Context: an optimization exercise on an open-source flow, tuned for small area, a short achievable clock period and few clock cycles. The choices shown serve that exercise and are no tape-out recipe. In this exercise RTL edits were held to simulation tests only and were not proved equivalent to the original. Power figures rest on the tool's default switching activity, not on a simulated workload.

==> design.v <==
module mscc_debounce #(
    parameter [31:0] T = 32'd0,
    parameter        TICK2 = 1'b0     
) (
    input  wire        clk,
    input  wire        clear,      
    input  wire        update,     
    input  wire        raw,
    input  wire [31:0] now,
    input  wire [31:7] now_hm1,    
    output reg         level,      
    output wire        level_n,    
    output wire        rise        
);
    reg        pend;
    reg [31:0] since;
    wire       el_in;
    wire [6:0] el_lo;
    mscc_elapsed #(.K(7)) el (.now(now), .now_hm1(now_hm1), .t(since),
        .in_range(el_in), .lo(el_lo));
    wire        exp_c = pend && !(el_in && el_lo < T[6:0]);
    reg         exp_r;
    always @(posedge clk)
        exp_r <= exp_c;
    wire        expired   = (T == 32'd0) || (TICK2 ? exp_r : exp_c);
    assign level_n = (raw != level && expired) ? raw : level;
    assign rise    = !level && level_n;
    always @(posedge clk) begin
        if (clear) begin
            level <= 1'b0;
            pend  <= 1'b0;      
        end else if (update) begin
            if (raw == level) begin
                pend <= 1'b0;
            end else if (expired) begin
                level <= raw;
                pend  <= 1'b0;
            end else if (!pend) begin
                pend  <= 1'b1;
            end
        end
    end
    always @(posedge clk)
        if (!pend)
            since <= now;
endmodule
module mscc_elapsed #(
    parameter integer K = 7
) (
    input  wire [31:0]  now,
    input  wire [31:K]  now_hm1,
    input  wire [31:0]  t,
    output wire         in_range,
    output wire [K-1:0] lo
);
    wire [K:0] d_lo = {1'b0, now[K-1:0]} - {1'b0, t[K-1:0]};
    assign lo     = d_lo[K-1:0];
    assign in_range = d_lo[K] ? (now_hm1 == t[31:K]) : (now[31:K] == t[31:K]);
endmodule
module mscc_dec #(
    parameter integer W = 8
) (
    input  wire [W-1:0] a,
    output wire [W-1:0] y
);
    genvar i;
    generate
        for (i = 0; i < W; i = i + 1) begin : b
            if (i == 0) begin : lsb
                assign y[i] = !a[i];
            end else begin : upper
                assign y[i] = a[i] ^ !(|a[i-1:0]);
            end
        end
    endgenerate
endmodule
module mscc_unit #(
    parameter TICK2 = 1'b0          
) (
    input  wire        clk,
    input  wire        rst,            
    input  wire [31:0] now,
    input  wire [31:7] now_hm1,        
    input  wire        do_init,
    input  wire        do_estop,
    input  wire        do_start,       
    input  wire        do_stop,        
    input  wire        do_reset_req,   
    input  wire        do_clear_req,   
    input  wire        do_set_amp,
    input  wire [6:0]  amp_val,
    input  wire        do_set_sim,
    input  wire        sim_val,
    input  wire        do_inject,
    input  wire [4:0]  inj_val,
    input  wire        do_force,
    input  wire [2:0]  force_val,      
    input  wire        do_update,      
    input  wire        comm_lost,      
    input  wire        iso_stop,       
    input  wire        freq_we,        
    input  wire [15:0] freq_pulses,
    input  wire [15:0] freq_window,
    input  wire [3:0]  phys_bits,
    input  wire [15:0] phys_power,
    input  wire [3:0]  sim_bits,
    input  wire [15:0] sim_power,
    output reg  [2:0]  state,
    output reg  [4:0]  faults,
    output reg  [2:0]  pending,
    output reg         pulse,
    output reg         running,
    output reg         locked,
    output reg         comm_ok,
    output reg         sim,
    output reg         start_out,
    output reg         reset_out,
    output reg  [6:0]  amp,
    output reg  [15:0] power,          
    output reg         power_valid,
    output reg  [15:0] fq_pulses,      
    output reg  [15:0] fq_window,      
    output reg         fq_valid,
    output reg  [15:0] start_count,
    output reg  [15:0] fault_count,
    output wire        start_ok,       
    output wire        stop_ok,        
    output wire        reset_ok,       
    output wire        clear_ok,       
    output wire        safe,
    output wire [15:0] status_word,
    output wire [2:0]  upd_state,
    output wire [4:0]  upd_faults,
    output wire        upd_running
);
    localparam [2:0] U_IDLE = 3'd0, U_STARTING = 3'd1, U_RUNNING = 3'd2,
                     U_STOPPING = 3'd3, U_FAULT = 3'd4, U_UNKNOWN = 3'd5;
    localparam [2:0] P_NONE = 3'd0, P_START = 3'd1, P_STOP = 3'd2,
                     P_RESET = 3'd3, P_CLEAR = 3'd4;
    localparam [31:0] T_START_DELAY = 32'd100;
    localparam [31:0] T_STOP_SETTLE = 32'd100;
    localparam [31:0] T_RESET_PULSE = 32'd50;
    localparam [6:0]  AMP_RESET     = 7'd20;
    reg [31:0] t_state;
    reg [4:0]  inj;
    assign start_ok = (state == U_IDLE) && (faults == 5'd0) &&
                      (pending == P_NONE || pending == P_START);
    assign stop_ok  = ((state == U_STARTING || state == U_RUNNING) &&
                       (pending == P_NONE || pending == P_STOP)) ||
                      (state == U_IDLE && pending == P_START);
    wire [4:0] lvl;       
    wire [4:0] lvl_n;     
    wire [4:0] rise;
    assign reset_ok = (state == U_FAULT) && (faults == 5'b00001) && !lvl[0] &&
                      !pulse && (pending == P_NONE || pending == P_RESET);
    assign clear_ok = (state == U_FAULT) && !pulse &&
                      (pending == P_NONE || pending == P_CLEAR) &&
                      (faults == 5'd0 || (faults & 5'b11110) != 5'd0) &&
                      ((faults & lvl) == 5'd0);
    assign safe = (state == U_IDLE || state == U_FAULT) && !start_out && !reset_out;
    assign status_word = {(pending != P_NONE) || pulse, safe, reset_out, start_out,
                          sim, comm_ok, locked, running, faults, state};
    wire [3:0]  s_bits_c = sim ? sim_bits : phys_bits;
    reg  [3:0]  s_bits_r;
    always @(posedge clk)
        s_bits_r <= s_bits_c;
    wire [3:0]  s_bits = TICK2 ? s_bits_r : s_bits_c;
    wire [15:0] s_power = sim ? sim_power : phys_power;
    wire s_ovl  = s_bits[0];
    wire s_lock = s_bits[1];
    wire s_hw   = s_bits[2];
    wire s_wd   = s_bits[3];
    wire [4:0] raw = {s_wd, s_hw, comm_lost, (state == U_RUNNING) && !s_lock, s_ovl};
    wire       deb_clear = rst || do_init;
    mscc_debounce #(.T(32'd50), .TICK2(TICK2)) deb_ovl (.clk(clk), .clear(deb_clear), .update(do_update),
        .raw(raw[0]), .now(now), .now_hm1(now_hm1), .level(lvl[0]), .level_n(lvl_n[0]), .rise(rise[0]));
    mscc_debounce #(.T(32'd50), .TICK2(TICK2)) deb_ful (.clk(clk), .clear(deb_clear), .update(do_update),
        .raw(raw[1]), .now(now), .now_hm1(now_hm1), .level(lvl[1]), .level_n(lvl_n[1]), .rise(rise[1]));
    mscc_debounce #(.T(32'd0), .TICK2(TICK2)) deb_comm (.clk(clk), .clear(deb_clear), .update(do_update),
        .raw(raw[2]), .now(now), .now_hm1(now_hm1), .level(lvl[2]), .level_n(lvl_n[2]), .rise(rise[2]));
    mscc_debounce #(.T(32'd0), .TICK2(TICK2)) deb_hw (.clk(clk), .clear(deb_clear), .update(do_update),
        .raw(raw[3]), .now(now), .now_hm1(now_hm1), .level(lvl[3]), .level_n(lvl_n[3]), .rise(rise[3]));
    mscc_debounce #(.T(32'd0), .TICK2(TICK2)) deb_wd (.clk(clk), .clear(deb_clear), .update(do_update),
        .raw(raw[4]), .now(now), .now_hm1(now_hm1), .level(lvl[4]), .level_n(lvl_n[4]), .rise(rise[4]));
    wire [4:0]  new_f   = (rise | inj) & ~faults;
    wire [4:0]  faults1 = faults | new_f;
    wire [2:0]  new_cnt = {2'b00, new_f[0]} + {2'b00, new_f[1]} + {2'b00, new_f[2]} +
                          {2'b00, new_f[3]} + {2'b00, new_f[4]};
    wire        el_in;
    wire [6:0]  el_lo;
    mscc_elapsed #(.K(7)) el (.now(now), .now_hm1(now_hm1), .t(t_state),
        .in_range(el_in), .lo(el_lo));
    wire        el_ge_pulse_c = !(el_in && el_lo < T_RESET_PULSE[6:0]);
    wire        el_ge_100_c   = !(el_in && el_lo < T_START_DELAY[6:0]);
    reg         el_ge_pulse_r, el_ge_100_r;
    always @(posedge clk) begin
        el_ge_pulse_r <= el_ge_pulse_c;
        el_ge_100_r   <= el_ge_100_c;
    end
    wire        el_ge_pulse = TICK2 ? el_ge_pulse_r : el_ge_pulse_c;
    wire        el_ge_100   = TICK2 ? el_ge_100_r : el_ge_100_c;
    wire        el_ge_start = el_ge_100;
    wire        el_ge_stop  = el_ge_100;
    wire        all_clear = (faults1 & lvl_n) == 5'd0;
    reg [2:0]  n_state;
    reg [4:0]  n_faults;
    reg [2:0]  n_pending;
    reg        n_pulse, n_running, n_start_out, n_reset_out;
    reg [31:0] n_t_state;
    reg [15:0] n_start_count;
    always @* begin
        n_state       = state;
        n_faults      = faults1;
        n_pending     = pending;
        n_pulse       = pulse;
        n_running     = running;
        n_start_out   = start_out;
        n_reset_out   = reset_out;
        n_t_state     = t_state;
        n_start_count = start_count;
        if (state == U_UNKNOWN || (faults1 != 5'd0 && state != U_FAULT)) begin
            n_state     = U_FAULT;
            n_start_out = 1'b0;
            n_reset_out = 1'b0;
            n_pulse     = 1'b0;
            n_running   = 1'b0;
            n_pending   = P_NONE;
            n_t_state   = now;
        end else begin
            case (state)
                U_FAULT: begin
                    if (pulse) begin
                        if (el_ge_pulse) begin
                            n_pulse     = 1'b0;
                            n_reset_out = 1'b0;
                            if (faults1 == 5'b00001 && !lvl_n[0]) begin
                                n_faults  = 5'd0;
                                n_state   = U_IDLE;
                                n_t_state = now;
                            end
                        end
                    end else if (pending == P_RESET) begin
                        n_pending = P_NONE;
                        if (faults1 == 5'b00001 && !lvl_n[0]) begin
                            n_pulse     = 1'b1;
                            n_reset_out = 1'b1;
                            n_t_state   = now;
                        end
                    end else if (pending == P_CLEAR) begin
                        n_pending = P_NONE;
                        if (all_clear) begin
                            n_faults = faults1 & 5'b00001;
                            if ((faults1 & 5'b00001) == 5'd0) begin
                                n_state   = U_IDLE;
                                n_t_state = now;
                            end
                        end
                    end
                end
                U_IDLE: begin
                    if (pending == P_START) begin
                        n_pending     = P_NONE;
                        n_state       = U_STARTING;
                        n_start_out   = 1'b1;
                        n_t_state     = now;
                        n_start_count = start_count + 16'd1;
                    end
                end
                U_STARTING: begin
                    if (pending == P_STOP) begin
                        n_pending   = P_NONE;
                        n_state     = U_STOPPING;
                        n_start_out = 1'b0;
                        n_t_state   = now;
                    end else if (el_ge_start) begin
                        n_state   = U_RUNNING;
                        n_running = 1'b1;
                    end
                end
                U_RUNNING: begin
                    if (pending == P_STOP) begin
                        n_pending   = P_NONE;
                        n_state     = U_STOPPING;
                        n_start_out = 1'b0;
                        n_t_state   = now;
                    end
                end
                U_STOPPING: begin
                    if (el_ge_stop) begin
                        n_state   = U_IDLE;
                        n_running = 1'b0;
                    end
                end
                default: ;
            endcase
        end
    end
    assign upd_state   = n_state;
    assign upd_faults  = n_faults;
    assign upd_running = n_running;
    wire stop_ok_n = ((n_state == U_STARTING || n_state == U_RUNNING) &&
                      (n_pending == P_NONE || n_pending == P_STOP)) ||
                     (n_state == U_IDLE && n_pending == P_START);
    always @(posedge clk) begin
        if (rst || do_init) begin
            state       <= rst ? U_UNKNOWN : U_IDLE;
            faults      <= 5'd0;
            pending     <= P_NONE;
            pulse       <= 1'b0;
            running     <= 1'b0;
            locked      <= 1'b0;
            comm_ok     <= !rst;
            sim         <= 1'b0;
            start_out   <= 1'b0;
            reset_out   <= 1'b0;
            amp         <= AMP_RESET;
            power_valid <= 1'b0;
            fq_valid    <= 1'b0;
            start_count <= 16'd0;
            fault_count <= 16'd0;
            t_state     <= now;    
            inj         <= 5'd0;
        end else begin
            if (do_estop) begin
                start_out <= 1'b0;
                reset_out <= 1'b0;
                pulse     <= 1'b0;
                running   <= 1'b0;
                pending   <= P_NONE;
                state     <= (state == U_FAULT || state == U_UNKNOWN) ? U_FAULT : U_IDLE;
                t_state   <= now;
            end
            if (do_start)
                pending <= P_START;
            if (do_stop && stop_ok)
                pending <= (state == U_IDLE) ? P_NONE : P_STOP;
            if (do_reset_req)
                pending <= P_RESET;
            if (do_clear_req)
                pending <= P_CLEAR;
            if (do_set_amp)
                amp <= amp_val;
            if (do_set_sim)
                sim <= sim_val;
            if (do_inject)
                inj <= inj | inj_val;
            if (do_force) begin
                state     <= force_val;
                pending   <= P_NONE;
                pulse     <= 1'b0;
                reset_out <= 1'b0;
                start_out <= (force_val == U_STARTING || force_val == U_RUNNING);
                running   <= (force_val == U_RUNNING || force_val == U_STOPPING);
                t_state   <= now;
            end
            if (freq_we)
                fq_valid <= 1'b1;
            if (do_update) begin
                power_valid <= 1'b1;
                locked      <= s_lock;
                comm_ok     <= !comm_lost;
                inj         <= 5'd0;
                fault_count <= fault_count + {13'd0, new_cnt};
                state       <= n_state;
                faults      <= n_faults;
                pending     <= (iso_stop && stop_ok_n) ?
                               ((n_state == U_IDLE) ? P_NONE : P_STOP) : n_pending;
                pulse       <= n_pulse;
                running     <= n_running;
                start_out   <= n_start_out;
                reset_out   <= n_reset_out;
                t_state     <= n_t_state;
                start_count <= n_start_count;
            end
        end
    end
    always @(posedge clk) begin
        if (freq_we) begin
            fq_pulses <= freq_pulses;
            fq_window <= freq_window;
        end
        if (do_update)
            power <= s_power;
    end
endmodule
module mscc (
    input  wire        clk,
    input  wire        rst_n,             
    input  wire        cmd_valid,
    input  wire [31:0] cmd_word,
    input  wire [31:0] cmd_now,
    input  wire        comm_seen,
    input  wire [3:0]  phys_overload,
    input  wire [3:0]  phys_lock,
    input  wire [3:0]  phys_hw_fault,
    input  wire [3:0]  phys_wd_fault,
    input  wire [63:0] phys_power_raw,
    input  wire [63:0] phys_pulse_count,
    input  wire [63:0] phys_window_ms,
    input  wire [3:0]  sim_overload,
    input  wire [3:0]  sim_lock,
    input  wire [3:0]  sim_hw_fault,
    input  wire [3:0]  sim_wd_fault,
    input  wire [63:0] sim_power_raw,
    input  wire [63:0] sim_pulse_count,
    input  wire [63:0] sim_window_ms,
    output wire        res_valid,
    output wire [31:0] res_word,
    output wire [3:0]  start_out,
    output wire [3:0]  reset_out,
    output wire [7:0]  duty
);
    localparam [7:0] OP_NOP = 8'h00, OP_INIT = 8'h01, OP_TICK = 8'h02, OP_READ_REG = 8'h03,
                     OP_START = 8'h10, OP_STOP = 8'h11, OP_SET_AMP = 8'h12, OP_RESET_OVL = 8'h13,
                     OP_CLEAR_FAULTS = 8'h14, OP_GET_STATUS = 8'h15, OP_IS_SAFE = 8'h16,
                     OP_AMP_BCAST = 8'h17, OP_COORD_START = 8'h20, OP_CONFIRM = 8'h21,
                     OP_COORD_STOP = 8'h22, OP_UNIT_START = 8'h23, OP_UNIT_STOP = 8'h24,
                     OP_REPORT_FAULT = 8'h25, OP_ESTOP = 8'h26, OP_SET_INHIBIT = 8'h27,
                     OP_REARM = 8'h28, OP_SET_SIM = 8'h30, OP_INJECT_FAULT = 8'h31,
                     OP_FORCE_STATE = 8'h32;
    localparam [3:0] R_OK = 4'd0, R_ILLEGAL_OPCODE = 4'd1, R_RESERVED_FIELD = 4'd2,
                     R_BAD_INDEX = 4'd3, R_BAD_VALUE = 4'd4, R_BAD_STATE = 4'd5,
                     R_INHIBITED = 4'd6, R_NOT_INIT = 4'd7, R_LOCKED_OUT = 4'd8;
    localparam [2:0] M_IDLE = 3'd0, M_COORD_START = 3'd1, M_RUNNING = 3'd2,
                     M_ESTOP = 3'd3, M_FAULT_ISO = 3'd4;
    localparam [2:0] U_IDLE = 3'd0, U_STARTING = 3'd1, U_RUNNING = 3'd2,
                     U_STOPPING = 3'd3, U_FAULT = 3'd4, U_UNKNOWN = 3'd5;
    localparam [2:0] P_NONE = 3'd0, P_START = 3'd1, P_STOP = 3'd2,
                     P_RESET = 3'd3, P_CLEAR = 3'd4;
    localparam [31:0] T_COMM_TIMEOUT = 32'd1000;
    localparam [31:0] T_SEQ_TIMEOUT  = 32'd500;
    localparam [1:0] S_IDLE = 2'd0, S_TICK = 2'd1, S_DIV = 2'd2, S_DRESP = 2'd3;
    localparam integer DK = 2;
    localparam         TICK2 = 1'b1;
    localparam integer DSTEPS = 16 / DK;
    wire rst = !rst_n;
    reg [1:0]  fsm;
    reg        initialized;
    reg [31:0] last_comm;
    reg        comm_lost;
    reg [7:0]  duty_r;
    reg [7:0]  order;         
    reg [6:0]  bcast;
    reg [2:0]  m_state;
    reg        inhibit;
    reg [3:0]  active, confirmed, faulted, stop_wait;
    reg [31:0] t_start_seq, t_stop_seq;
    reg        lf_valid, lf_timeout;
    reg [1:0]  lf_ch;
    reg [4:0]  lf_mask;
    reg        respond, do_tick;
    reg [3:0]  r_code;
    reg [15:0] r_val_c;     
    wire [15:0] r_val;      
    assign res_valid = cmd_valid && respond;
    assign res_word  = {r_val, 12'd0, r_code};
    assign duty      = duty_r;
    wire [31:7]  now_hm7;
    wire [31:10] now_hm10;
    mscc_dec #(.W(25)) dec7  (.a(cmd_now[31:7]),  .y(now_hm7));
    mscc_dec #(.W(22)) dec10 (.a(cmd_now[31:10]), .y(now_hm10));
    wire       lc_in, ss_in, sp_in;
    wire [9:0] lc_lo, ss_lo, sp_lo;
    mscc_elapsed #(.K(10)) el_lc (.now(cmd_now), .now_hm1(now_hm10), .t(last_comm),
        .in_range(lc_in), .lo(lc_lo));
    mscc_elapsed #(.K(10)) el_ss (.now(cmd_now), .now_hm1(now_hm10), .t(t_start_seq),
        .in_range(ss_in), .lo(ss_lo));
    mscc_elapsed #(.K(10)) el_sp (.now(cmd_now), .now_hm1(now_hm10), .t(t_stop_seq),
        .in_range(sp_in), .lo(sp_lo));
    wire comm_timeout = !(lc_in && lc_lo < T_COMM_TIMEOUT[9:0]);
    wire start_seq_to = !(ss_in && ss_lo < T_SEQ_TIMEOUT[9:0]);
    wire stop_seq_to  = !(sp_in && sp_lo < T_SEQ_TIMEOUT[9:0]);
    reg  comm_lost_r, start_seq_to_r, stop_seq_to_r;
    always @(posedge clk) begin
        comm_lost_r    <= !comm_seen && comm_timeout;
        start_seq_to_r <= start_seq_to;
        stop_seq_to_r  <= stop_seq_to;
    end
    wire comm_lost_t    = TICK2 ? comm_lost_r : (!comm_seen && comm_timeout);
    wire start_seq_to_t = TICK2 ? start_seq_to_r : start_seq_to;
    wire stop_seq_to_t  = TICK2 ? stop_seq_to_r : stop_seq_to;
    wire [11:0]  u_state;
    wire [19:0]  u_faults;
    wire [11:0]  u_pending;
    wire [3:0]   u_pulse, u_running, u_locked, u_comm_ok, u_sim;
    wire [27:0]  u_amp;
    wire [63:0]  u_power;
    wire [63:0]  u_fq_pulses, u_fq_window;
    wire [3:0]   u_power_valid, u_fq_valid;
    wire [11:0]  upd_state;
    wire [19:0]  upd_faults;
    wire [3:0]   upd_running;
    wire [63:0]  u_start_count, u_fault_count;
    wire [3:0]   u_start_ok, u_stop_ok, u_reset_ok, u_clear_ok, u_safe;
    wire [63:0]  u_status;
    reg        c_init, c_estop, c_update;
    reg [3:0]  c_start, c_stop, c_reset_req, c_clear_req, c_set_amp, c_set_sim, c_inject, c_force;
    reg [6:0]  c_amp;
    reg [2:0]  c_force_state;
    reg [3:0]  c_freq_we;
    reg        c_iso_stop;
    reg        comm_lost_n;
    genvar gi;
    generate
        for (gi = 0; gi < 4; gi = gi + 1) begin : unit
            mscc_unit #(.TICK2(TICK2)) u (
                .clk(clk), .rst(rst), .now(cmd_now), .now_hm1(now_hm7),
                .do_init(c_init), .do_estop(c_estop),
                .do_start(c_start[gi]), .do_stop(c_stop[gi]),
                .do_reset_req(c_reset_req[gi]), .do_clear_req(c_clear_req[gi]),
                .do_set_amp(c_set_amp[gi]), .amp_val(c_amp),
                .do_set_sim(c_set_sim[gi]), .sim_val(cmd_word[0]),
                .do_inject(c_inject[gi]), .inj_val(cmd_word[4:0]),
                .do_force(c_force[gi]), .force_val(c_force_state),
                .do_update(c_update), .comm_lost(comm_lost_n),
                .iso_stop(c_iso_stop),
                .freq_we(c_freq_we[gi]),
                .freq_pulses(u_sim[gi] ? sim_pulse_count[16*gi +: 16] : phys_pulse_count[16*gi +: 16]),
                .freq_window(u_sim[gi] ? sim_window_ms[16*gi +: 16] : phys_window_ms[16*gi +: 16]),
                .phys_bits({phys_wd_fault[gi], phys_hw_fault[gi], phys_lock[gi], phys_overload[gi]}),
                .phys_power(phys_power_raw[16*gi +: 16]),
                .sim_bits({sim_wd_fault[gi], sim_hw_fault[gi], sim_lock[gi], sim_overload[gi]}),
                .sim_power(sim_power_raw[16*gi +: 16]),
                .state(u_state[3*gi +: 3]), .faults(u_faults[5*gi +: 5]),
                .pending(u_pending[3*gi +: 3]), .pulse(u_pulse[gi]),
                .running(u_running[gi]), .locked(u_locked[gi]), .comm_ok(u_comm_ok[gi]),
                .sim(u_sim[gi]), .start_out(start_out[gi]), .reset_out(reset_out[gi]),
                .amp(u_amp[7*gi +: 7]), .power(u_power[16*gi +: 16]),
                .power_valid(u_power_valid[gi]),
                .fq_pulses(u_fq_pulses[16*gi +: 16]), .fq_window(u_fq_window[16*gi +: 16]),
                .fq_valid(u_fq_valid[gi]),
                .start_count(u_start_count[16*gi +: 16]),
                .fault_count(u_fault_count[16*gi +: 16]),
                .start_ok(u_start_ok[gi]), .stop_ok(u_stop_ok[gi]),
                .reset_ok(u_reset_ok[gi]), .clear_ok(u_clear_ok[gi]),
                .safe(u_safe[gi]), .status_word(u_status[16*gi +: 16]),
                .upd_state(upd_state[3*gi +: 3]), .upd_faults(upd_faults[5*gi +: 5]),
                .upd_running(upd_running[gi])
            );
        end
    endgenerate
    reg        dv_mul;         
    reg        dv_first;       
    reg [15:0] dv_r;           
    reg [15:0] dv_nq;          
    reg [15:0] dv_w;           
    wire       dv_sat_n = dv_r >= dv_w;    
    reg [2:0]  dv_cnt;
    reg [15:0] dv_r_n, dv_nq_n;
    reg [16:0] dv_shift;
    reg [17:0] dv_diff;
    integer    di;
    always @* begin
        dv_r_n  = dv_r;
        dv_nq_n = dv_nq;
        for (di = 0; di < DK; di = di + 1) begin
            dv_shift = {dv_r_n, dv_nq_n[15]};
            dv_diff  = {1'b0, dv_shift} - {2'b00, dv_w};
            if (!dv_diff[17]) begin
                dv_r_n  = dv_diff[15:0];
                dv_nq_n = {dv_nq_n[14:0], 1'b1};
            end else begin
                dv_r_n  = dv_shift[15:0];
                dv_nq_n = {dv_nq_n[14:0], 1'b0};
            end
        end
    end
    wire [7:0]  op  = cmd_word[31:24];
    wire [3:0]  idx = cmd_word[23:20];
    wire [3:0]  msk = cmd_word[19:16];
    wire [15:0] dat = cmd_word[15:0];
    wire [1:0]  ch  = idx[1:0];
    wire [6:0] amp_clamped = ($signed(dat) < 16'sd20)  ? 7'd20 :
                             ($signed(dat) > 16'sd100) ? 7'd100 : dat[6:0];
    wire fmask_ok = (dat[15:5] == 11'd0) && (dat[4:0] != 5'd0);
    wire [3:0] gate_code = (m_state == M_ESTOP || m_state == M_FAULT_ISO) ? R_LOCKED_OUT :
                           inhibit ? R_INHIBITED : R_OK;
    reg [3:0] is_idle, is_run, is_fault, is_active_state, rearm_ok;
    integer k;
    always @* begin
        for (k = 0; k < 4; k = k + 1) begin
            is_idle[k]         = u_state[3*k +: 3] == U_IDLE;
            is_run[k]          = u_state[3*k +: 3] == U_RUNNING;
            is_fault[k]        = u_state[3*k +: 3] == U_FAULT;
            is_active_state[k] = u_state[3*k +: 3] == U_STARTING ||
                                 u_state[3*k +: 3] == U_RUNNING ||
                                 u_state[3*k +: 3] == U_STOPPING;
            rearm_ok[k]        = is_idle[k] && u_faults[5*k +: 5] == 5'd0 &&
                                 u_pending[3*k +: 3] == P_NONE;
        end
    end
    wire [3:0]  run_mask  = u_running;
    wire [2:0]  run_count = {2'b00, run_mask[0]} + {2'b00, run_mask[1]} +
                            {2'b00, run_mask[2]} + {2'b00, run_mask[3]};
    wire [2:0]  blk_off   = dat[6:4] - 3'd2;
    wire        ch_block  = (dat[15:7] == 9'd0) && (dat[6:4] >= 3'd2) && (dat[6:4] <= 3'd5);
    wire [1:0]  rch       = blk_off[1:0];
    wire [2:0]  rpend     = u_pending[3*rch +: 3];
    wire [15:0] rpulses   = u_fq_valid[rch] ? u_fq_pulses[16*rch +: 16] : 16'd0;
    wire [15:0] rwindow   = u_fq_valid[rch] ? u_fq_window[16*rch +: 16] : 16'd1;
    wire [25:0] rp625     = {dv_nq, 9'd0} + {3'd0, dv_nq, 7'd0} - {6'd0, dv_nq, 4'd0} +
                            {10'd0, dv_nq};
    wire [29:0] rprod     = {rp625, 4'd0};
    wire        ch_blk_lo = (dat[6:4] >= 3'd2) && (dat[6:4] <= 3'd5);
    wire        reg_hit   = (dat[15:7] == 9'd0) &&
                            ((dat[6:4] == 3'd0 && dat[3:0] <= 4'h6) ||
                             (dat[6:1] == 6'b001000) ||
                             (ch_blk_lo && dat[3:0] <= 4'h9));
    reg         reg_hit_c;
    reg  [15:0] reg_val;
    always @* begin
        reg_hit_c = 1'b1;
        reg_val = 16'd0;
        if (dat[6:4] == 3'd0) begin
            case (dat[3:0])
                4'h0: reg_val = {13'd0, run_count};
                4'h1: reg_val = {12'd0, run_mask};
                4'h2: reg_val = {13'd0, m_state};
                4'h3: reg_val = {stop_wait, faulted, confirmed, active};
                4'h4: reg_val = {8'd0, duty_r};
                4'h5: reg_val = {lf_valid, lf_timeout, 5'd0, lf_mask, 2'd0, lf_ch};
                4'h6: reg_val = {12'd0, stop_wait != 4'd0, m_state == M_COORD_START,
                                 comm_lost, initialized};
                default: reg_hit_c = 1'b0;
            endcase
        end else if (dat[6:4] == 3'd1) begin
            reg_val = dat[0] ? {9'd0, bcast} : {15'd0, inhibit};
        end else if (ch_blk_lo) begin
            case (dat[3:0])
                4'h0: reg_val = {12'd0, rpend == P_CLEAR, rpend == P_RESET || u_pulse[rch],
                                 rpend == P_STOP, rpend == P_START};
                4'h1: reg_val = {9'd0, u_amp[7*rch +: 7]};
                4'h2: reg_val = u_power_valid[rch] ? u_power[16*rch +: 16] : 16'd0;
                4'h3: reg_val = 16'd0;      
                4'h4: reg_val = {11'd0, u_faults[5*rch +: 5]};
                4'h5: reg_val = {6'd0, rch, u_pulse[rch], u_safe[rch], reset_out[rch],
                                 start_out[rch], u_sim[rch], u_comm_ok[rch], u_locked[rch],
                                 u_running[rch]};
                4'h6: reg_val = {13'd0, u_state[3*rch +: 3]};
                4'h7: reg_val = u_start_count[16*rch +: 16];
                4'h8: reg_val = u_fault_count[16*rch +: 16];
                4'h9: reg_val = {rpend != P_NONE || u_pulse[rch], u_safe[rch], reset_out[rch],
                                 start_out[rch], u_sim[rch], u_comm_ok[rch], u_locked[rch],
                                 u_running[rch], u_faults[5*rch +: 5], u_state[3*rch +: 3]};
                default: reg_hit_c = 1'b0;
            endcase
        end else begin
            reg_hit_c = 1'b0;
        end
    end
    reg [1:0]  win_ch;
    reg        any_run;
    integer    j;
    always @* begin
        win_ch  = 2'd0;
        any_run = 1'b0;
        for (j = 3; j >= 0; j = j - 1) begin
            if (upd_running[order[2*j +: 2]]) begin
                win_ch  = order[2*j +: 2];
                any_run = 1'b1;
            end
        end
    end
    wire [6:0]  win_amp   = u_amp[7*win_ch +: 7];
    function [7:0] duty_of(input [6:0] a);
        case (a)
            7'd0: duty_of = 8'd0;
            7'd1: duty_of = 8'd2;
            7'd2: duty_of = 8'd5;
            7'd3: duty_of = 8'd7;
            7'd4: duty_of = 8'd10;
            7'd5: duty_of = 8'd12;
            7'd6: duty_of = 8'd15;
            7'd7: duty_of = 8'd17;
            7'd8: duty_of = 8'd20;
            7'd9: duty_of = 8'd22;
            7'd10: duty_of = 8'd25;
            7'd11: duty_of = 8'd28;
            7'd12: duty_of = 8'd30;
            7'd13: duty_of = 8'd33;
            7'd14: duty_of = 8'd35;
            7'd15: duty_of = 8'd38;
            7'd16: duty_of = 8'd40;
            7'd17: duty_of = 8'd43;
            7'd18: duty_of = 8'd45;
            7'd19: duty_of = 8'd48;
            7'd20: duty_of = 8'd51;
            7'd21: duty_of = 8'd53;
            7'd22: duty_of = 8'd56;
            7'd23: duty_of = 8'd58;
            7'd24: duty_of = 8'd61;
            7'd25: duty_of = 8'd63;
            7'd26: duty_of = 8'd66;
            7'd27: duty_of = 8'd68;
            7'd28: duty_of = 8'd71;
            7'd29: duty_of = 8'd73;
            7'd30: duty_of = 8'd76;
            7'd31: duty_of = 8'd79;
            7'd32: duty_of = 8'd81;
            7'd33: duty_of = 8'd84;
            7'd34: duty_of = 8'd86;
            7'd35: duty_of = 8'd89;
            7'd36: duty_of = 8'd91;
            7'd37: duty_of = 8'd94;
            7'd38: duty_of = 8'd96;
            7'd39: duty_of = 8'd99;
            7'd40: duty_of = 8'd102;
            7'd41: duty_of = 8'd104;
            7'd42: duty_of = 8'd107;
            7'd43: duty_of = 8'd109;
            7'd44: duty_of = 8'd112;
            7'd45: duty_of = 8'd114;
            7'd46: duty_of = 8'd117;
            7'd47: duty_of = 8'd119;
            7'd48: duty_of = 8'd122;
            7'd49: duty_of = 8'd124;
            7'd50: duty_of = 8'd127;
            7'd51: duty_of = 8'd130;
            7'd52: duty_of = 8'd132;
            7'd53: duty_of = 8'd135;
            7'd54: duty_of = 8'd137;
            7'd55: duty_of = 8'd140;
            7'd56: duty_of = 8'd142;
            7'd57: duty_of = 8'd145;
            7'd58: duty_of = 8'd147;
            7'd59: duty_of = 8'd150;
            7'd60: duty_of = 8'd153;
            7'd61: duty_of = 8'd155;
            7'd62: duty_of = 8'd158;
            7'd63: duty_of = 8'd160;
            7'd64: duty_of = 8'd163;
            7'd65: duty_of = 8'd165;
            7'd66: duty_of = 8'd168;
            7'd67: duty_of = 8'd170;
            7'd68: duty_of = 8'd173;
            7'd69: duty_of = 8'd175;
            7'd70: duty_of = 8'd178;
            7'd71: duty_of = 8'd181;
            7'd72: duty_of = 8'd183;
            7'd73: duty_of = 8'd186;
            7'd74: duty_of = 8'd188;
            7'd75: duty_of = 8'd191;
            7'd76: duty_of = 8'd193;
            7'd77: duty_of = 8'd196;
            7'd78: duty_of = 8'd198;
            7'd79: duty_of = 8'd201;
            7'd80: duty_of = 8'd204;
            7'd81: duty_of = 8'd206;
            7'd82: duty_of = 8'd209;
            7'd83: duty_of = 8'd211;
            7'd84: duty_of = 8'd214;
            7'd85: duty_of = 8'd216;
            7'd86: duty_of = 8'd219;
            7'd87: duty_of = 8'd221;
            7'd88: duty_of = 8'd224;
            7'd89: duty_of = 8'd226;
            7'd90: duty_of = 8'd229;
            7'd91: duty_of = 8'd232;
            7'd92: duty_of = 8'd234;
            7'd93: duty_of = 8'd237;
            7'd94: duty_of = 8'd239;
            7'd95: duty_of = 8'd242;
            7'd96: duty_of = 8'd244;
            7'd97: duty_of = 8'd247;
            7'd98: duty_of = 8'd249;
            7'd99: duty_of = 8'd252;
            7'd100: duty_of = 8'd255;
            7'd101: duty_of = 8'd1;
            7'd102: duty_of = 8'd4;
            7'd103: duty_of = 8'd6;
            7'd104: duty_of = 8'd9;
            7'd105: duty_of = 8'd11;
            7'd106: duty_of = 8'd14;
            7'd107: duty_of = 8'd16;
            7'd108: duty_of = 8'd19;
            7'd109: duty_of = 8'd21;
            7'd110: duty_of = 8'd24;
            7'd111: duty_of = 8'd27;
            7'd112: duty_of = 8'd29;
            7'd113: duty_of = 8'd32;
            7'd114: duty_of = 8'd34;
            7'd115: duty_of = 8'd37;
            7'd116: duty_of = 8'd39;
            7'd117: duty_of = 8'd42;
            7'd118: duty_of = 8'd44;
            7'd119: duty_of = 8'd47;
            7'd120: duty_of = 8'd50;
            7'd121: duty_of = 8'd52;
            7'd122: duty_of = 8'd55;
            7'd123: duty_of = 8'd57;
            7'd124: duty_of = 8'd60;
            7'd125: duty_of = 8'd62;
            7'd126: duty_of = 8'd65;
            7'd127: duty_of = 8'd67;
            default: duty_of = 8'd0;
        endcase
    endfunction
    wire [7:0]  duty_arb  = any_run ? duty_of(win_amp) : 8'd0;
    function [7:0] order_front(input [7:0] ord, input [1:0] c);
        reg [1:0] p;
        integer q;
        begin
            p = 2'd0;
            for (q = 0; q < 4; q = q + 1)
                if (ord[2*q +: 2] == c) p = q[1:0];
            order_front[1:0] = c;
            order_front[3:2] = (p >= 2'd1) ? ord[1:0] : ord[3:2];
            order_front[5:4] = (p >= 2'd2) ? ord[3:2] : ord[5:4];
            order_front[7:6] = (p == 2'd3) ? ord[5:4] : ord[7:6];
        end
    endfunction
    reg [1:0]  n_fsm;
    reg        n_initialized, n_comm_lost;
    reg [31:0] n_last_comm;
    reg [7:0]  n_duty, n_order;
    reg [6:0]  n_bcast;
    reg [2:0]  n_m_state;
    reg        n_inhibit;
    reg [3:0]  n_active, n_confirmed, n_faulted, n_stop_wait;
    reg [31:0] n_t_start_seq, n_t_stop_seq;
    reg        n_lf_valid, n_lf_timeout;
    reg [1:0]  n_lf_ch;
    reg [4:0]  n_lf_mask;
    reg        iso, iso_to;
    reg [3:0]  iso_ch_mask;
    reg [1:0]  iso_ch;
    reg [4:0]  iso_mask;
    reg        op_known, use_idx, use_msk, use_dat, pre_init_ok;
    reg [3:0]  added;
    reg [3:0]  poll, conf1, sw1, stop_msk, up_idle, up_run, up_fault;
    reg [2:0]  st1;
    reg [2:0]  fs;
    integer    i;
    always @* begin
        n_fsm         = fsm;
        r_code        = R_OK;
        r_val_c         = 16'd0;
        respond       = 1'b0;
        n_initialized = initialized;
        n_comm_lost   = comm_lost;
        n_last_comm   = last_comm;
        n_duty        = duty_r;
        n_order       = order;
        n_bcast       = bcast;
        n_m_state     = m_state;
        n_inhibit     = inhibit;
        n_active      = active;
        n_confirmed   = confirmed;
        n_faulted     = faulted;
        n_stop_wait   = stop_wait;
        n_t_start_seq = t_start_seq;
        n_t_stop_seq  = t_stop_seq;
        n_lf_valid    = lf_valid;
        n_lf_timeout  = lf_timeout;
        n_lf_ch       = lf_ch;
        n_lf_mask     = lf_mask;
        c_init = 1'b0; c_estop = 1'b0; c_update = 1'b0;
        c_start = 4'd0; c_stop = 4'd0; c_reset_req = 4'd0; c_clear_req = 4'd0;
        c_set_amp = 4'd0; c_set_sim = 4'd0; c_inject = 4'd0; c_force = 4'd0;
        c_amp = amp_clamped;
        c_force_state = (dat[2:0] >= 3'd6) ? U_UNKNOWN : dat[2:0];
        c_freq_we = 4'd0;
        c_iso_stop = 1'b0;
        do_tick    = 1'b0;
        comm_lost_n = comm_lost;
        for (i = 0; i < 4; i = i + 1) begin
            up_idle[i]  = upd_state[3*i +: 3] == U_IDLE;
            up_run[i]   = upd_state[3*i +: 3] == U_RUNNING;
            up_fault[i] = upd_state[3*i +: 3] == U_FAULT;
        end
        iso = 1'b0; iso_to = 1'b0; iso_ch_mask = 4'd0; iso_ch = 2'd0; iso_mask = 5'd0;
        added = 4'd0; poll = 4'd0; conf1 = confirmed; sw1 = stop_wait; st1 = m_state;
        stop_msk = 4'd0; fs = 3'd0;
        op_known = 1'b1; use_idx = 1'b0; use_msk = 1'b0; use_dat = 1'b0;
        case (op)
            OP_NOP, OP_INIT, OP_TICK, OP_ESTOP, OP_REARM: ;
            OP_READ_REG, OP_AMP_BCAST, OP_SET_INHIBIT: use_dat = 1'b1;
            OP_START, OP_STOP, OP_RESET_OVL, OP_CLEAR_FAULTS, OP_GET_STATUS, OP_IS_SAFE,
            OP_CONFIRM, OP_UNIT_START, OP_UNIT_STOP: use_idx = 1'b1;
            OP_SET_AMP, OP_REPORT_FAULT, OP_SET_SIM, OP_INJECT_FAULT, OP_FORCE_STATE: begin
                use_idx = 1'b1;
                use_dat = 1'b1;
            end
            OP_COORD_START, OP_COORD_STOP: use_msk = 1'b1;
            default: op_known = 1'b0;
        endcase
        pre_init_ok = (op == OP_NOP || op == OP_INIT || op == OP_READ_REG ||
                       op == OP_GET_STATUS || op == OP_IS_SAFE);
        case (fsm)
            S_IDLE: if (cmd_valid) begin
                respond = 1'b1;
                if (!op_known)
                    r_code = R_ILLEGAL_OPCODE;
                else if ((!use_idx && idx != 4'd0) || (!use_msk && msk != 4'd0) ||
                         (!use_dat && dat != 16'd0))
                    r_code = R_RESERVED_FIELD;
                else if (!initialized && !pre_init_ok)
                    r_code = R_NOT_INIT;
                else if (use_idx && idx > 4'd3)
                    r_code = R_BAD_INDEX;
                else begin
                    case (op)
                        OP_NOP: ;
                        OP_INIT: begin
                            c_init        = 1'b1;
                            n_initialized = 1'b1;
                            n_last_comm   = cmd_now;
                            n_comm_lost   = 1'b0;
                            n_duty        = 8'd0;
                            n_order       = 8'b11_10_01_00;
                            n_bcast       = 7'd0;
                            n_m_state     = M_IDLE;
                            n_inhibit     = 1'b0;
                            n_active      = 4'd0;
                            n_confirmed   = 4'd0;
                            n_faulted     = 4'd0;
                            n_stop_wait   = 4'd0;
                            n_t_start_seq = cmd_now;
                            n_t_stop_seq  = cmd_now;
                            n_lf_valid    = 1'b0;
                            n_lf_timeout  = 1'b0;
                            n_lf_ch       = 2'd0;
                            n_lf_mask     = 5'd0;
                        end
                        OP_TICK: begin
                            if (TICK2) begin
                                respond = 1'b0;
                                n_fsm   = S_TICK;
                            end else
                                do_tick = 1'b1;
                        end
                        OP_READ_REG: begin
                            if (!reg_hit) r_code = R_BAD_VALUE;
                            else if (ch_block && dat[3:0] == 4'h3) begin
                                respond = 1'b0;
                                n_fsm   = S_DIV;
                            end else
                                r_val_c  = reg_val;
                        end
                        OP_START: begin
                            if (gate_code != R_OK)   r_code = gate_code;
                            else if (!u_start_ok[ch]) r_code = R_BAD_STATE;
                            else                     c_start[ch] = 1'b1;
                        end
                        OP_STOP: begin
                            if (!u_stop_ok[ch]) r_code = R_BAD_STATE;
                            else                c_stop[ch] = 1'b1;
                        end
                        OP_SET_AMP: begin
                            c_set_amp[ch] = 1'b1;
                            n_order       = order_front(order, ch);
                        end
                        OP_RESET_OVL: begin
                            if (!u_reset_ok[ch]) r_code = R_BAD_STATE;
                            else                 c_reset_req[ch] = 1'b1;
                        end
                        OP_CLEAR_FAULTS: begin
                            if (!u_clear_ok[ch]) r_code = R_BAD_STATE;
                            else                 c_clear_req[ch] = 1'b1;
                        end
                        OP_GET_STATUS: r_val_c = u_status[16*ch +: 16];
                        OP_IS_SAFE:    r_val_c = {15'd0, u_safe[ch]};
                        OP_AMP_BCAST: begin
                            c_set_amp = 4'b1111;
                            n_order   = 8'b00_01_10_11;
                            n_bcast   = amp_clamped;
                        end
                        OP_COORD_START: begin
                            if (msk == 4'd0)                         r_code = R_BAD_VALUE;
                            else if (gate_code != R_OK)              r_code = gate_code;
                            else if (m_state != M_IDLE)              r_code = R_BAD_STATE;
                            else if ((msk & ~u_start_ok) != 4'd0)    r_code = R_BAD_STATE;
                            else begin
                                c_start       = msk;
                                n_m_state     = M_COORD_START;
                                n_active      = msk;
                                n_confirmed   = 4'd0;
                                n_t_start_seq = cmd_now;
                            end
                        end
                        OP_CONFIRM: begin
                            if (m_state != M_COORD_START || !active[ch] || !is_run[ch])
                                r_code = R_BAD_STATE;
                            else
                                n_confirmed[ch] = 1'b1;
                        end
                        OP_COORD_STOP, OP_UNIT_STOP: begin
                            stop_msk = (op == OP_COORD_STOP) ? msk : (4'b0001 << ch);
                            if (op == OP_COORD_STOP && msk == 4'd0)
                                r_code = R_BAD_VALUE;
                            else if (op == OP_COORD_STOP &&
                                     !(m_state == M_RUNNING || m_state == M_COORD_START))
                                r_code = R_BAD_STATE;
                            else if (op == OP_UNIT_STOP && m_state != M_RUNNING)
                                r_code = R_BAD_STATE;
                            else begin
                                c_stop = stop_msk;
                                added  = stop_msk & is_active_state & ~stop_wait;
                                n_stop_wait = stop_wait | added;
                                n_active    = active & ~stop_msk;
                                n_confirmed = confirmed & ~stop_msk;
                                if (added != 4'd0) n_t_stop_seq = cmd_now;
                            end
                        end
                        OP_UNIT_START: begin
                            if (gate_code != R_OK)          r_code = gate_code;
                            else if (m_state != M_RUNNING)  r_code = R_BAD_STATE;
                            else if (!u_start_ok[ch])       r_code = R_BAD_STATE;
                            else begin
                                c_start[ch]  = 1'b1;
                                n_active[ch] = 1'b1;
                            end
                        end
                        OP_REPORT_FAULT: begin
                            if (!fmask_ok)
                                r_code = R_BAD_VALUE;
                            else if (m_state == M_ESTOP) begin
                                n_faulted[ch] = 1'b1;
                                n_lf_valid    = 1'b1;
                                n_lf_timeout  = 1'b0;
                                n_lf_ch       = ch;
                                n_lf_mask     = dat[4:0];
                            end else begin
                                iso         = 1'b1;
                                iso_ch_mask = 4'b0001 << ch;
                                iso_ch      = ch;
                                iso_mask    = dat[4:0];
                            end
                        end
                        OP_ESTOP: begin
                            c_estop     = 1'b1;
                            n_duty      = 8'd0;
                            n_m_state   = M_ESTOP;
                            n_active    = 4'd0;
                            n_confirmed = 4'd0;
                            n_stop_wait = 4'd0;
                        end
                        OP_SET_INHIBIT: begin
                            if (dat > 16'd1) r_code = R_BAD_VALUE;
                            else             n_inhibit = dat[0];
                        end
                        OP_REARM: begin
                            if (m_state != M_FAULT_ISO || rearm_ok != 4'b1111)
                                r_code = R_BAD_STATE;
                            else begin
                                n_m_state = M_IDLE;
                                n_faulted = 4'd0;
                            end
                        end
                        OP_SET_SIM: begin
                            if (dat > 16'd1) r_code = R_BAD_VALUE;
                            else             c_set_sim[ch] = 1'b1;
                        end
                        OP_INJECT_FAULT: begin
                            if (!fmask_ok) r_code = R_BAD_VALUE;
                            else           c_inject[ch] = 1'b1;
                        end
                        OP_FORCE_STATE: begin
                            fs = c_force_state;
                            if (dat > 16'd7)
                                r_code = R_BAD_VALUE;
                            else if ((fs == U_STARTING || fs == U_RUNNING || fs == U_STOPPING) &&
                                     gate_code != R_OK)
                                r_code = gate_code;
                            else
                                c_force[ch] = 1'b1;
                        end
                        default: ;
                    endcase
                end
            end
            S_TICK: do_tick = 1'b1;
            S_DIV: begin
                if (dv_mul) begin
                end else if (dv_first && dv_sat_n) begin
                    respond = 1'b1;
                    r_val_c   = 16'hFFFF;
                end else if (dv_cnt == 3'd0)
                    n_fsm   = S_DRESP;
            end
            S_DRESP: begin
                respond = 1'b1;
                r_val_c   = dv_nq;
            end
        endcase
        if (do_tick) begin
                respond = 1'b1;
                for (i = 0; i < 4; i = i + 1)
                    c_freq_we[i] = (u_sim[i] ? sim_window_ms[16*i +: 16]
                                             : phys_window_ms[16*i +: 16]) != 16'd0;
                if (comm_seen) n_last_comm = cmd_now;
                comm_lost_n = comm_lost_t;
                n_comm_lost = comm_lost_n;
                c_update    = 1'b1;
                n_duty  = duty_arb;
                if (m_state != M_ESTOP) begin
                    poll = up_fault & ~faulted;
                    if (poll != 4'd0) begin
                        iso         = 1'b1;
                        iso_ch_mask = poll;
                        for (i = 0; i < 4; i = i + 1)
                            if (poll[i]) iso_ch = i[1:0];
                        iso_mask = upd_faults[5*iso_ch +: 5];
                    end else if (m_state != M_FAULT_ISO) begin
                        conf1 = confirmed | (active & up_run);
                        sw1   = stop_wait & ~up_idle;
                        n_confirmed = conf1;
                        n_stop_wait = sw1;
                        if ((m_state == M_COORD_START || m_state == M_RUNNING) &&
                            active == 4'd0 && sw1 == 4'd0) begin
                            n_m_state = M_IDLE;
                        end else begin
                            st1 = (m_state == M_COORD_START && conf1 == active) ? M_RUNNING : m_state;
                            n_m_state = st1;
                            if (st1 == M_COORD_START && start_seq_to_t) begin
                                iso    = 1'b1;
                                iso_to = 1'b1;
                            end else if (sw1 != 4'd0 && stop_seq_to_t) begin
                                iso    = 1'b1;
                                iso_to = 1'b1;
                            end
                        end
                    end
                end
            end
        if (iso) begin
            c_iso_stop   = c_update;
            n_m_state    = M_FAULT_ISO;
            n_faulted    = faulted | iso_ch_mask;
            n_lf_valid   = 1'b1;
            n_lf_timeout = iso_to;
            n_lf_ch      = iso_ch;
            n_lf_mask    = iso_mask;
            c_stop       = c_update ? 4'b0000 : 4'b1111;    
            n_active     = 4'd0;
            n_confirmed  = 4'd0;
            n_stop_wait  = 4'd0;
        end
        if (respond) begin
            n_fsm = S_IDLE;
            if (c_update)
                r_val_c = {1'b0, n_m_state, upd_state};
            if (r_code != R_OK) begin
                r_val_c = 16'd0;
            end
        end
    end
    wire rv_read = (op == OP_READ_REG) && (idx == 4'd0) && (msk == 4'd0) && reg_hit;
    wire rv_unit = (idx[3:2] == 2'b00) && (msk == 4'd0) && (dat == 16'd0);
    wire rv_stat = (op == OP_GET_STATUS) && rv_unit;
    wire rv_safe = (op == OP_IS_SAFE) && rv_unit;
    wire [15:0] r_val_idle = rv_read ? reg_val :
                             rv_stat ? u_status[16*ch +: 16] :
                             rv_safe ? {15'd0, u_safe[ch]} : 16'd0;
    assign r_val = (fsm == S_IDLE)  ? r_val_idle :
                   (fsm == S_TICK)  ? {1'b0, n_m_state, upd_state} :
                   (fsm == S_DRESP) ? dv_nq : 16'hFFFF;
    always @(posedge clk) begin
        last_comm   <= n_last_comm;
        t_start_seq <= n_t_start_seq;
        t_stop_seq  <= n_t_stop_seq;
    end
    always @(posedge clk) begin
        if (rst) begin
            fsm         <= S_IDLE;
            initialized <= 1'b0;
            comm_lost   <= 1'b0;
            duty_r      <= 8'd0;
            order       <= 8'b11_10_01_00;
            bcast       <= 7'd0;
            m_state     <= M_IDLE;
            inhibit     <= 1'b0;
            active      <= 4'd0;
            confirmed   <= 4'd0;
            faulted     <= 4'd0;
            stop_wait   <= 4'd0;
            lf_valid    <= 1'b0;
            lf_timeout  <= 1'b0;
            lf_ch       <= 2'd0;
            lf_mask     <= 5'd0;
        end else begin
            fsm         <= n_fsm;
            initialized <= n_initialized;
            comm_lost   <= n_comm_lost;
            duty_r      <= n_duty;
            order       <= n_order;
            bcast       <= n_bcast;
            m_state     <= n_m_state;
            inhibit     <= n_inhibit;
            active      <= n_active;
            confirmed   <= n_confirmed;
            faulted     <= n_faulted;
            stop_wait   <= n_stop_wait;
            lf_valid    <= n_lf_valid;
            lf_timeout  <= n_lf_timeout;
            lf_ch       <= n_lf_ch;
            lf_mask     <= n_lf_mask;
            if (fsm == S_IDLE) begin
                dv_mul   <= 1'b1;
                dv_nq    <= rpulses;
                dv_w     <= rwindow;
            end else if (fsm == S_DIV && dv_mul) begin
                dv_mul   <= 1'b0;
                dv_first <= 1'b1;
                dv_r     <= {2'b00, rprod[29:16]};
                dv_nq    <= rprod[15:0];
                dv_cnt   <= DSTEPS - 1;
            end else if (fsm == S_DIV) begin
                dv_first <= 1'b0;
                dv_r     <= dv_r_n;
                dv_nq    <= dv_nq_n;
                dv_cnt   <= dv_cnt - 3'd1;
            end
        end
    end
endmodule
==> run.sh <==
#!/bin/bash
# synth_recipe.tcl (not shown) runs the flow's synth.tcl, then flattens the netlist and writes it again
# the make line also repeats each setting of config.mk as NAME=value (left out here)
make -C /OpenROAD-flow-scripts/flow DESIGN_CONFIG=/design/flow/config.mk WORK_HOME=/design/flow/orfs CLKGATE_MAP_FILE= SYNTH_SCRIPT=/design/flow/synth_recipe.tcl finish
==> config.mk <==
export PLATFORM = sky130hd
export DESIGN_NAME = mscc
export DESIGN_NICKNAME = mscc
export VERILOG_FILES = /design/flow/design.v
export SDC_FILE = /design/flow/constraint.sdc
export NUM_CORES = 4
export LEC_CHECK = 0
export CAP_MARGIN = 20
export CORE_MARGIN = 2
export CORE_UTILIZATION = 55
export PLACE_DENSITY = 0.7
export SETUP_SLACK_MARGIN = 5
export SLEW_MARGIN = 20
==> constraint.sdc <==
create_clock -name core_clock -period 12.0 [get_ports {clk}]
set_input_delay 2.4000 -clock core_clock [delete_from_list [all_inputs] [get_ports {clk}]]
set_output_delay 2.4000 -clock core_clock [all_outputs]
set_load 0.01 [all_outputs]
==> results.txt, run 1 <==
- For this design the ratio of total power to cell area is 111 nW/um^2.
- In the final routed layout, each cell accounts on average for 31.3 um.
- Detailed routing inserted a total of 66200 vias.
- The number of clock sinks is 1094.
- The synthesized design contains 706 enable-type register cells.
- From left edge to right edge, the die measures 365 um.
- The smallest clock period supported by the final layout is computed as 7.61 ns.
- The core region is 129000 um^2.
- Including well taps, the total number of placed cells is 9442.
- The clock reaches the later pin of the worst-skew pair after 0.80 ns.
- In the routed layout, each cell is associated on average with a via count of 6.72.
- The number of failing setup endpoints in the final timing report is 0.
- Max-cap violations in this run came to 0.
- The wire length the detailed router placed on met1 is 114000 um.
- Of all cell types, the one taking the most synthesized area is edfxtp_1.
- From bottom edge to top edge, the die measures 365 um.
- The count of cells in the finished layout, fillers not included, comes to 9843.
- The headroom to the max-slew limit is 17.6%.
- Clock-pin slew was measured on the worst setup and hold paths at 0.06 ns.
- Based on the critical path, the design can be clocked at up to 0.131 GHz.
- Leaving out fill and tap cells, the most frequent cell in the layout is nor2_1.
- Once detail routing completed, the nets flagged for antenna violations numbered 0.
- The starting DRC count in detailed routing is 9474.
- The routed design uses 131000 um of met2 wire.
- Walking the worst path, the cells encountered are buf_12 -> or3_4 -> a221o_1 -> buf_4 -> nor3_4 -> nor3_4 -> nand2_4 -> nor2_4 -> nor2_1 -> o21ai_2 -> a2111oi_4 -> a21oi_2 -> a21oi_2 -> buf_2.
- Synthesis instantiated 105 different standard cells from the library.
- The global-route usage over all layers is 44.7%.
- The area share of the largest cell type after synthesis is 29.6%.
- Registers take 29000 um^2.
- The multi-input combinational cell area is 41200 um^2.
- The maximum clock insertion buffer count is 3.
- The number of global-route vias before repair is 61600.
- The critical path capture point type is a primary output.
- The total of warnings raised by yosys is 4.
- The H-tree was split into 3 levels.
- STA classifies the critical path startpoint as an input port.
- In this run the count of I/O pins placed on the die edge is 533.
- In this run the cell area of the synthesized design comes to 71500 um^2.
- At the worst endpoint, the arrival time is 5.21 ns.
- Across the routed clock network, the largest skew measured is 0.0802 ns.
- Input and output buffers added on the ports amount to 520.
- The tree is rooted in a clkbuf_16.
- The worst setup path is of the input port to primary output kind.
- The peak supply drop is 0.142 mV.
- The fraction of final layout cells sized beyond drive strength 1 is 17.0%.
- At the end of routability-driven placement, the weighted congestion stood at 1.05.
- The detailed router used layers up to and including met5.
- The initial antenna violation count was 32.
- In the synthesized netlist, the number of instances is 7414.
- The cell family contributing the most delay on the critical path is compound AO/OA/AOI/OAI gates.
- The net count of the finished layout is 8790.
- The final-report max-slew violation count was 0.
- The final number of hold-violating endpoints is 0.
- The number of buffers and inverters on the critical path is 3.
- The portion of the clock cycle consumed by the worst path in the final layout is 63.4%.
- The cell leakage power is 31.9 nW.
- After detailed routing, the total wire length is 308000 um.
- The first detailed-routing pass ran for 8 iterations.
- Among all stages on the critical path, the largest delay is contributed by a2111oi_4.
- In the routed design, unresolved DRC markers number 0.
- Setup repair after global routing could not meet its margin everywhere.
- The flow ran to the end and the layout has no timing, DRC or antenna violations.
- The kind of path behind the tightest hold check is flip-flop to flip-flop.
- The sum of negative setup slack is 0 ns.
- The floorplan row count is 132.
- The largest incremental delay on the critical path is 0.53 ns.
- Sequential elements use 40.5% of the synthesized area.
- The maximum fanout encountered on the critical timing path is 4.
- The mean instance size in the synthesized netlist is 9.64 um^2.
- The register bit count reported by yosys is 1094.
- Counting flops with an async set or reset pin after synthesis yields a share of 0%.
- Entering global routing, the biggest net connects 77 pins.
- From synthesis to final layout, the design area changed by 20.7%.
- The count of fill cells added during filler insertion is 10200.
- The initial utilization of the core area, before any placement, comes to 55.3%.
- The data required time of the critical path is 9.60 ns.
- For the pin with the worst max-slew slack, the measured transition is 1.23 ns.
- Sorting the synthesized cells by area gives the leading types as edfxtp_1, dfxtp_1, mux2_2, xnor2_1, ha_1.
- The TritonCTS buffer count is 117.
- Leaving out fill and tap cells, the most frequent cells in the layout are nor2_1, edfxtp_1, nand2_1.
- The predominant post-synthesis flop cell is edfxtp_1.
- The HPWL after detailed placement is 222000 um.
- After detailed routing, the met3 layer carries 38100 um of wire.
- The wire length of the first global-routing pass is 430000 um.
- The die area is 133000 um^2.
- The clock tree from TritonCTS is done.
- For this run the aggregate overflow at the end of global routing stands at 0.
-- power by group --
| group | internal, W | leakage, nW | switching, W |
|---|---|---|---|
| sequential | 0.00409 | 10.0 | 0.0000574 |
| clock | 0.00209 | 1.93 | 0.00165 |
| combinational | 0.000686 | 20.0 | 0.000991 |
-- cell usage after synthesis, drive strengths merged, types with 103 or more instances --
| cell type | instances |
|---|---|
| nor4 | 105 |
| edfxtp | 706 |
| nor3 | 190 |
| nand2 | 565 |
| xor2 | 322 |
| nand3 | 184 |
| ha | 274 |
| clkbuf | 335 |
| xnor2 | 393 |
| a21oi | 423 |
| mux2 | 332 |
| a31oi | 103 |
| dfxtp | 388 |
| inv | 385 |
| o21ai | 434 |
| nor2 | 740 |
| mux4 | 120 |
-- timing repair --
| item | CTS | global route |
|---|---|---|
| hold buffers | 0 | 0 |
| buffers inserted | 90 | 55 |
| setup endpoints to repair | 76 | 46 |
| pin swaps | 82 | 66 |
| gates resized for setup | 464 | 138 |
| cloned | 20 | 0 |
-- registers in the layout, summed over array words and instances (netlist names), 64 cells and up --
signal                count
unit.u.t_state          128
unit.u.start_count       64
unit.u.deb_ovl.since    128
unit.u.fq_pulses         64
unit.u.fault_count       64
unit.u.deb_ful.since    128
unit.u.power             64
unit.u.fq_window         64
-- cells by family (layout without fill, tap and decap cells) --
logic type,after synthesis,count (layout),share of synthesized area (%)
multiplexers,533,533,10.2
flip-flops,1094,1094,40.5
AND/OR/NAND/NOR,2262,2265,14.9
buffers and inverters,823,1482,4.50
adder cells (fa/ha/maj),323,323,6.15
XOR/XNOR,715,715,8.76
other,1,26,0.00524
AO/OA/AOI/OAI,1663,1663,15.0
-- worst paths after layout --
check / end / slack, ns / depth (start not counted) / from
setup / recovery: res_word[28] / 4.39 / 14 / cmd_word[27]
hold / removal: unit[3].u.deb_wd.level$_SDFFE_PN0P_ / 0.46 / 2 / unit[3].u.s_bits_r[3]$_DFF_P_
setup reg to reg: dv_r[13]$_DFFE_PP_ / 5.20 / 30 / dv_r[0]$_DFFE_PP_
hold reg to reg: unit[3].u.deb_wd.level$_SDFFE_PN0P_ / 0.46 / 2 / unit[3].u.s_bits_r[3]$_DFF_P_
-- through the flow --
stage	utilization [%]	hold slack, ns	worst slack (ns)	power, W	instance area [um^2]
floorplan	-	0.432	4.93	0.00514	71700
detailed placement	61.0	0.452	2.21	0.00575	78900
global route	66.7	0.492	4.25	0.00981	86300
CTS	65.9	0.448	4.41	0.00949	85200
finish	66.7	0.459	4.39	0.00957	86300
global placement	61.0	0.447	2.23	0.00570	78900
-- metal layers --
layer	up-vias	global-route usage (%)
li1	28300	-
met1	32100	57.8
met2	4717	65.7
met3	1101	12.7
met4	34	28.7
met5	-	1.67
-- worst min-delay path: cells and delay by family (launching register included) --
kind             cells  cell delay (ns)
flip-flops           1             0.33
AO/OA/AOI/OAI        1             0.06
AND/OR/NAND/NOR      1             0.06
-- area by class of cell --
class	instances	area share (%)
repair inverters	1	0.0102
flip-flops and latches	1094	33.6
inverters	389	1.73
well taps	1742	2.53
diodes	14	0.0406
multi-input cells	5511	47.7
clock inverters	51	0.593
clock buffers	171	3.96
repair buffers	870	9.83
Testbench counts, summed over its fixed seeds: cycles 33,098.
==> run 2: changes to the inputs <==
--- a/config.mk
+++ b/config.mk
@@ -8,6 +8,7 @@
 export CAP_MARGIN = 20
 export CORE_MARGIN = 2
 export CORE_UTILIZATION = 55
+export CTS_BUF_LIST = sky130_fd_sc_hd__clkbuf_4 sky130_fd_sc_hd__clkbuf_8
 export PLACE_DENSITY = 0.7
 export SETUP_SLACK_MARGIN = 5
 export SLEW_MARGIN = 20
==> run 2 against run 1 <==
Against the previous run:
- still clean on timing, DRC and antenna
- worst setup slack got worse by 0.32 ns
- worst hold slack better by 0.0090 ns
- sequential power hardly changed
- clock skew down 0.0071 ns
- die area is the same
- power rose by 2.4%
- synthesized cell count unchanged
- via count increased by 1.2%
- sequential cell count did not move
- routed wire length rose by 0.67%
- non-clock buffer count down 11
- clock power is 6.1% higher
- critical endpoint unchanged
- largest power group unchanged
==> results.txt, run 2 <==
- The number of failing setup endpoints in the final timing report is 0 (unchanged).
- The area taken by flip-flops and latches is 29000 um^2 (about the same).
- The clock tree from TritonCTS is done.
- The number of buffer cells added on primary ports came to 520 (unchanged).
- The power per cell area was 113 nW/um^2 (+2.1%).
- The library cells used most frequently in the layout, excluding fill and tap cells, are nor2_1, edfxtp_1, nand2_1.
- The total of warnings raised by yosys was 4 (unchanged).
- The floorplan row count came to 132 (unchanged).
- The global-route usage over all layers was 45.1% (+0.39 points).
- The number of maximum-capacitance violations is 0 (unchanged).
- The count of pins on the block boundary is 533 (unchanged).
- The portion of the post-synthesis area used by sequential elements was 40.5% (unchanged).
- The worst setup path is of the flip-flop to primary output kind.
- The pin count of the biggest net entering global routing is 77 (unchanged).
- The maximum clock frequency is 0.126 GHz (-4.1%).
- The starting DRC count in detailed routing is 10200 (+8.2%).
- The die area is 133000 um^2 (unchanged).
- The largest total area in the synthesized netlist belongs to edfxtp_1.
- The clock transition at the register clock pins on the worst setup and hold paths after CTS was 0.08 ns (+0.02 ns).
- The count of cells along the worst hold path is 2 (unchanged).
- The minimum setup slack among reg-to-reg paths is 5.10 ns (-0.10 ns).
- The number of library cell types mapped by synthesis is 105 (unchanged).
- The synthesized instance count is 7414 (unchanged).
- The final global-route overflow total is 0 (unchanged).
- The headroom to the max-slew limit is 21.5% (+3.9 points).
- The number of global-route vias before repair came to 62300 (+1.2%).
- The wire length of the first global-routing pass is 434000 um (+0.82%).
- The mean instance size in the synthesized netlist is 9.64 um^2 (unchanged).
- The TritonCTS buffer count is 190 (+62%).
- The routed via count divided by cell count is 6.71 (-0.14%).
- The area added between synthesis and finish is 21.0%.
- The initial antenna violation count was 32 (unchanged).
- The number of enable-type register cells in the synthesized netlist came to 706 (unchanged).
- The starting density of the core is 55.3% (unchanged).
- The last weighted congestion value of the routability-driven placer was 1.05 (unchanged).
- The setup clock skew after layout is 0.0730 ns (-0.00715 ns).
- The worst register-to-register path ends at dv_r[13]$_DFFE_PP_.
- The total instance count after detailed placement is 9442 (unchanged).
- The tree is rooted in a clkbuf_8.
- The number of clock sinks was 1094 (unchanged).
- The register bit count reported by yosys is 1094 (unchanged).
- The commonest cells after synthesis are nor2_1, edfxtp_1, nand2_1.
- The number of nets in the finished design came to 8853 (+0.72%).
- The slew at the pin with the worst max-slew slack is 1.17 ns (-0.0650 ns).
- The maximum clock insertion buffer count came to 3 (unchanged).
- The vertical die dimension is 365 um (unchanged).
- The data required time of the critical path came to 9.60 ns (about the same).
- The clock period minus worst slack is 7.94 ns (+0.324 ns).
- The tightest min-delay check is of the flip-flop to flip-flop type.
- The count of fill cells added during filler insertion is 10200 (-0.50%).
- The detailed-route wire length is 310000 um (+0.67%).
- The floorplan die width came to 365 um (unchanged).
- By area the synthesized netlist is led by edfxtp_1, dfxtp_1, mux2_2, xnor2_1, ha_1.
- The peak supply drop came to 0.151 mV (+6.8%).
- The worst hold path terminates at unit[1].u.power_valid$_SDFFE_PN0N_.
- The proportion of synthesized flip-flops having asynchronous set or reset is 0% (unchanged).
- The remaining routing DRC violations is 0 (unchanged).
- The final number of hold-violating endpoints is 0 (unchanged).
- The most common cell in the synthesized netlist is nor2_1.
- The area share of the largest cell type after synthesis is 29.6% (unchanged).
- The portion of the clock cycle consumed by the worst path in the final layout is 66.1% (+2.7 points).
- The multi-input combinational cell area is 41100 um^2 (-0.21%).
- The post-route antenna net violation count is 0 (unchanged).
- The source-to-sink clock delay at the later pin of the worst-skew pair is 0.98 ns (+0.18 ns).
- The count of cells along the worst register-to-register path is 30 (unchanged).
- The fraction of final layout cells sized beyond drive strength 1 is 18.4% (+1.4 points).
- The most used flip-flop cell after synthesis is edfxtp_1.
- The critical path capture point type is a primary output.
- The total via count in the routed design is 67000 (+1.2%).
- The iteration count of the initial detailed-routing pass is 9 (+1).
- The final cell count without fillers is 9974 (+1.3%).
- The maximum fanout encountered on the critical timing path came to 6 (+2).
- The worst min-delay path startpoint is unit[1].u.power_valid$_SDFFE_PN0N_.
- The sum of negative setup slack is 0 ns (unchanged).
- The core region area is 129000 um^2 (unchanged).
- The cell leakage power came to 32.2 nW (+0.87%).
- The startpoint class of the critical path is a flip-flop.
- The number of levels in the clock H-tree is 4 (+1).
- The average routed wire per standard cell is 31.1 um (-0.66%).
- The startpoint identified for the worst register-to-register timing path is dv_r[0]$_DFFE_PP_.
- Setup repair after global routing could not meet its margin everywhere.
- The half-perimeter wire length after placement is 222000 um (unchanged).
- In the final layout, the registers with the most flip-flops are unit.u.deb_ful.since (128), unit.u.deb_ovl.since (128), unit.u.t_state (128).
- The library cell used most frequently in the layout, excluding fill and tap cells, is nor2_1.
- The flow ran to the end and the layout has no timing, DRC or antenna violations.
- The final-report max-slew violation count came to 0 (unchanged).
- The signal arrival time at the worst endpoint came to 5.54 ns (+0.33 ns).
- The post-synth design cell area is 71500 um^2 (unchanged).
## run 2: worst max-delay path by stage
stage | end | slack [ns] | start
2_1_floorplan | res_word[28] | 4.93 | cmd_word[30]
3_3_place_gp | res_word[28] | 2.23 | cmd_word[25]
3_5_place_dp | res_word[29] | 2.21 | fsm[0]$_SDFFE_PP0P_
4_1_cts | res_word[29] | 4.25 | fsm[1]$_SDFFE_PP0P_
5_1_grt | res_word[28] | 3.92 | fsm[1]$_SDFFE_PP0P_
6_report | res_word[28] | 4.06 | fsm[1]$_SDFFE_PP0P_
## run 2: metrics by stage
step	utilization, %	area, um^2	hold slack, ns	setup WS (ns)	total power, W
after floorplan	-	71700	0.432	4.93	0.00514
after global placement	61.0	78900	0.447	2.23	0.00570
after detailed placement	61.0	78900	0.452	2.21	0.00575
after CTS	66.4	85900	0.469	4.25	0.00972
after global routing	66.9	86500	0.498	3.92	0.0101
final	66.9	86500	0.468	4.06	0.00980
## run 2: layer usage
metal / GRT usage (%) / up-vias / wire length (um)
met5: 0 / - / 235
met4: 29.3 / 32 / 24200
met3: 13.6 / 1119 / 40600
met2: 65.7 / 4978 / 131000
met1: 58.3 / 32400 / 114000
li1: - / 28400 / -
## run 2: worst max-delay path: stages, from the launching register on
cell and delay [ns]:
dfxtp_2 0.36, clkinvlp_4 0.14, nand2_8 0.19, inv_16 0.05, nand2_8 0.08, nand2_8 0.09, ha_2 0.20, or4_4 0.45
and4b_2 0.37, a21oi_2 0.12, a211o_1 0.33, and3_1 0.26, o2111ai_2 0.35, a211oi_1 0.15, nor3b_2 0.20, o21ai_2 0.10
a2111oi_4 0.66, a21oi_2 0.06, a21oi_2 0.24, buf_2 0.17
## run 2: area by class of cell
class,count,share of cell area (%)
clock buffers,281,4.08
multi-input cells,5512,47.5
well taps,1742,2.52
inverters,389,1.72
clock inverters,76,0.992
diodes,20,0.0578
repair buffers,859,9.66
flip-flops and latches,1094,33.5
repair inverters,1,0.0101
## run 2: timing repair
| action | in CTS | in global routing |
|---|---|---|
| hold buffers | 0 | 0 |
| resized for setup | 506 | 85 |
| gates cloned | 21 | 0 |
| setup endpoints to repair | 74 | 37 |
| pin swaps | 83 | 50 |
| buffers inserted | 105 | 29 |
## run 2: cell families (layout without fill, tap and decap cells)
logic type / Yosys count / count (layout) / share of synthesized area (%)
AND/OR/NAND/NOR: 2262 / 2266 / 14.9
flip-flops: 1094 / 1094 / 40.5
other: 1 / 32 / 0.00524
AO/OA/AOI/OAI: 1663 / 1663 / 15.0
buffers and inverters: 823 / 1606 / 4.50
XOR/XNOR: 715 / 715 / 8.76
multiplexers: 533 / 533 / 10.2
adder cells (fa/ha/maj): 323 / 323 / 6.15
## run 2: power by group
group | switching (W) | internal, W
combinational | 0.000990 | 0.000684
clock | 0.00177 | 0.00220
sequential | 0.0000581 | 0.00409
total | 0.00282 | 0.00697

Re-timed with assumed drivers on the ports (clkbuf_16 on the clock, buf_2 on other inputs), run 2 has 3.983 ns of setup slack against 4.064 ns with ideal ports, and 3.985 ns once port delays also move by the mid clock arrival of 1.022 ns.
